Source: an optimization exercise on an open RTL-to-GDS flow (aim: small area, a short achievable clock period and few clock cycles per item). Production flows keep margins and buffers that such runs may drop. In this exercise RTL edits were held to simulation tests only and were not proved equivalent to the original. Power figures rest on the tool's default switching activity, not on a simulated workload.

==> flow/design.v (excerpt) <==
module tbacc (
    input  wire         clk,
    input  wire         rst,
    input  wire         cmd_valid,
    output wire         cmd_ready,
    input  wire [7:0]   cmd_op,
    input  wire [63:0]  cmd_a,
    input  wire [63:0]  cmd_b,
    output wire         rsp_valid,
    output wire [7:0]   rsp_status,
    output wire [63:0]  rsp_data,
    output wire         mem_req,
    output wire         mem_wide,
    output wire [31:0]  mem_addr,
    input  wire         mem_ack,
    input  wire [63:0]  mem_rdata,
    input  wire         mem_err,
    output wire [63:0]  value_o,
    output wire [15:0]  status_o
);
    reg         ready_q;
    reg         vq;                     
    reg         oi, o8, o16, o32, o64, ob, of, orv;    
    reg  [63:0] a_q, b_q;
    reg  [63:0] value;
    reg         fin;                    
    reg  [2:0]  fault;                  
    reg         nz;                     
    reg  [63:0] m;                      
    reg         blk;                    
    reg         rd;                     
    reg         bm;                     
    reg         mreq, mwide;
    reg  [2:0]  gcnt;                   
    reg         gdone;                  
    reg  [3:0]  gn;                     
    reg         errq;                   
    reg         rsp_q;
    wire d_init = (cmd_op == 8'h01);
    wire d_8    = (cmd_op == 8'h10);
    wire d_16   = (cmd_op == 8'h11);
    wire d_32   = (cmd_op == 8'h12);
    wire d_64   = (cmd_op == 8'h13) || (cmd_op == 8'h14);
    wire d_b    = (cmd_op == 8'h18);
    wire d_f    = (cmd_op == 8'h20);
    wire d_rv   = !(d_init || d_8 || d_16 || d_32 || d_64 || d_b || d_f);
    wire [2:0] c = value[58:56];
    wire typed = o8 | o16 | o32 | o64;
    wire [3:0] n_typed = o8 ? 4'd1 : o16 ? 4'd2 : o32 ? 4'd4 : 4'd8;
    wire tchunk = o64 | (o32 & c[2]) | (o16 & c[2] & c[1]) | (o8 & (c == 3'd7));
    wire        m_busy, m_busy_next, core_f2, core_rl;
    wire        chunk_wr;
  ...
Settings: LEC_CHECK=0, CAP_MARGIN=20, CORE_MARGIN=2, CORE_UTILIZATION=40, PLACE_DENSITY=0.6, SLEW_MARGIN=20, TNS_END_PERCENT=0; clock period 12.5 ns.
standard.sh (not shown) runs the stock make flow with config.mk's settings and CLKGATE_MAP_FILE= SYNTH_SCRIPT=/design/flow/synth_recipe.tcl, a recipe that flattens the netlist after the stock synthesis.
==> flow/flow/run.sh <==
#!/bin/bash
set -euo pipefail
bash standard.sh SETUP_SLACK_MARGIN=10 "BUFFER_PORTS_ARGS=-buffer_cell sky130_fd_sc_hd__buf_4" finish > standard.log 2>&1
Testbench counts at the start, summed over its fixed seeds: cycles 16,282, hashes 384.
Edit:
==> flow/flow/run.sh (replaced) <==
#!/bin/bash
set -euo pipefail
bash standard.sh SETUP_SLACK_MARGIN=9 "BUFFER_PORTS_ARGS=-buffer_cell sky130_fd_sc_hd__buf_4" finish > standard.log 2>&1
Outcome: Routed wire length is unchanged; cell area does not change; die area does not change; core utilization does not change; power stays the same.

========
## run 1
Another version of the RTL of tbacc (not shown whole).
Size: ~4900 cells after synthesis, ~620 flip-flops, ~390 I/O pins, ~45000 sq um of cells after synthesis.
export LEC_CHECK = 0
export CAP_MARGIN = 20
export CORE_MARGIN = 2
export CORE_UTILIZATION = 45
export PLACE_DENSITY = 0.65
export SLEW_MARGIN = 20
export TNS_END_PERCENT = 0
create_clock -name core_clock -period 12.5 [get_ports {clk}]
==> flow/flow/run.sh <==
#!/bin/bash
set -euo pipefail
bash standard.sh SETUP_SLACK_MARGIN=9 "BUFFER_PORTS_ARGS=-buffer_cell sky130_fd_sc_hd__buf_4" finish > standard.log 2>&1
Testbench counts of run 1, summed over its fixed seeds: cycles 16,276, hashes 384.
Here is what was changed in the inputs of run 2 compared with run 1.
Settings: changing PLACE_DENSITY from 0.65 to 0.6; changing CORE_UTILIZATION from 45 to 40.
==> flow/flow/run.sh <==
#!/bin/bash
set -euo pipefail
bash standard.sh SETUP_SLACK_MARGIN=9 "BUFFER_PORTS_ARGS=-buffer_cell sky130_fd_sc_hd__buf_2" finish > standard.log 2>&1
[summary]
Run 2 finished end to end and its layout was clean on timing, DRC and antenna. When run 2 is set beside run 1, its count of instances resized after the clock tree is built turns out to be 31% smaller. Comparing run 1 with run 2, the via count came out essentially unchanged. Summary of the comparison: worst hold slack is lower in run 2, relative to run 1. met2 wire length came out lower on run 2 than on run 1. Area: run 2 vs run 1 -> run 2 smaller. Per the comparison of run 2 with run 1, non-clock buffer count moved down; post-placement setup slack went up 0.32 ns. Run 2 against run 1: final critical-path share of the clock period went up 0.58 points, global-route track usage on met1 shows a reduction of 7.3 points. Commonest non-fill, non-tap cell in the layout: sky130_fd_sc_hd__nand2_1 -> run 2, sky130_fd_sc_hd__buf_4 -> run 1. Run 2 vs run 1 on total power consumption of the routed design: run 2 is the higher one.

separate check: timing with driven ports:
The flow's constraints put no driver on any port. The routed layouts listed below were extracted and timed again, unchanged, in two steps. Step 1: set_driving_cell puts a clkbuf_16 on clk and a buf_2 on each other input, an assumption about the parent block. Step 2 moves the port delays by t, midway between the first and last clock arrival at a register: inputs arrive t later, outputs are due t later. That takes back most of the time a late clock gives input paths. a / b / c = ideal / step 1 / step 2; a / b = the first two.
| run | t (ns) | slack for setup (ns) | worst setup path at the end | worst register clock-pin slew, ns | worst data-port slew with drivers (ns) |
|---|---|---|---|---|---|
| the first run of note 1 | 0.770 | 8.212 / 8.212 / 7.683 | input to register | 0.07 / 0.07 | 0.07 |
| the second run of note 1 | 0.770 | 8.212 / 8.212 / 7.683 | input to register | 0.07 / 0.07 | 0.07 |
| run 1 | 0.744 | 8.171 / 8.171 / 7.977 | input to register | 0.07 / 0.07 | 0.07 |
| run 2 | 0.746 | 8.099 / 8.099 / 7.886 | input to register | 0.07 / 0.07 | 0.06 |
After both steps every run listed still meets setup and hold.
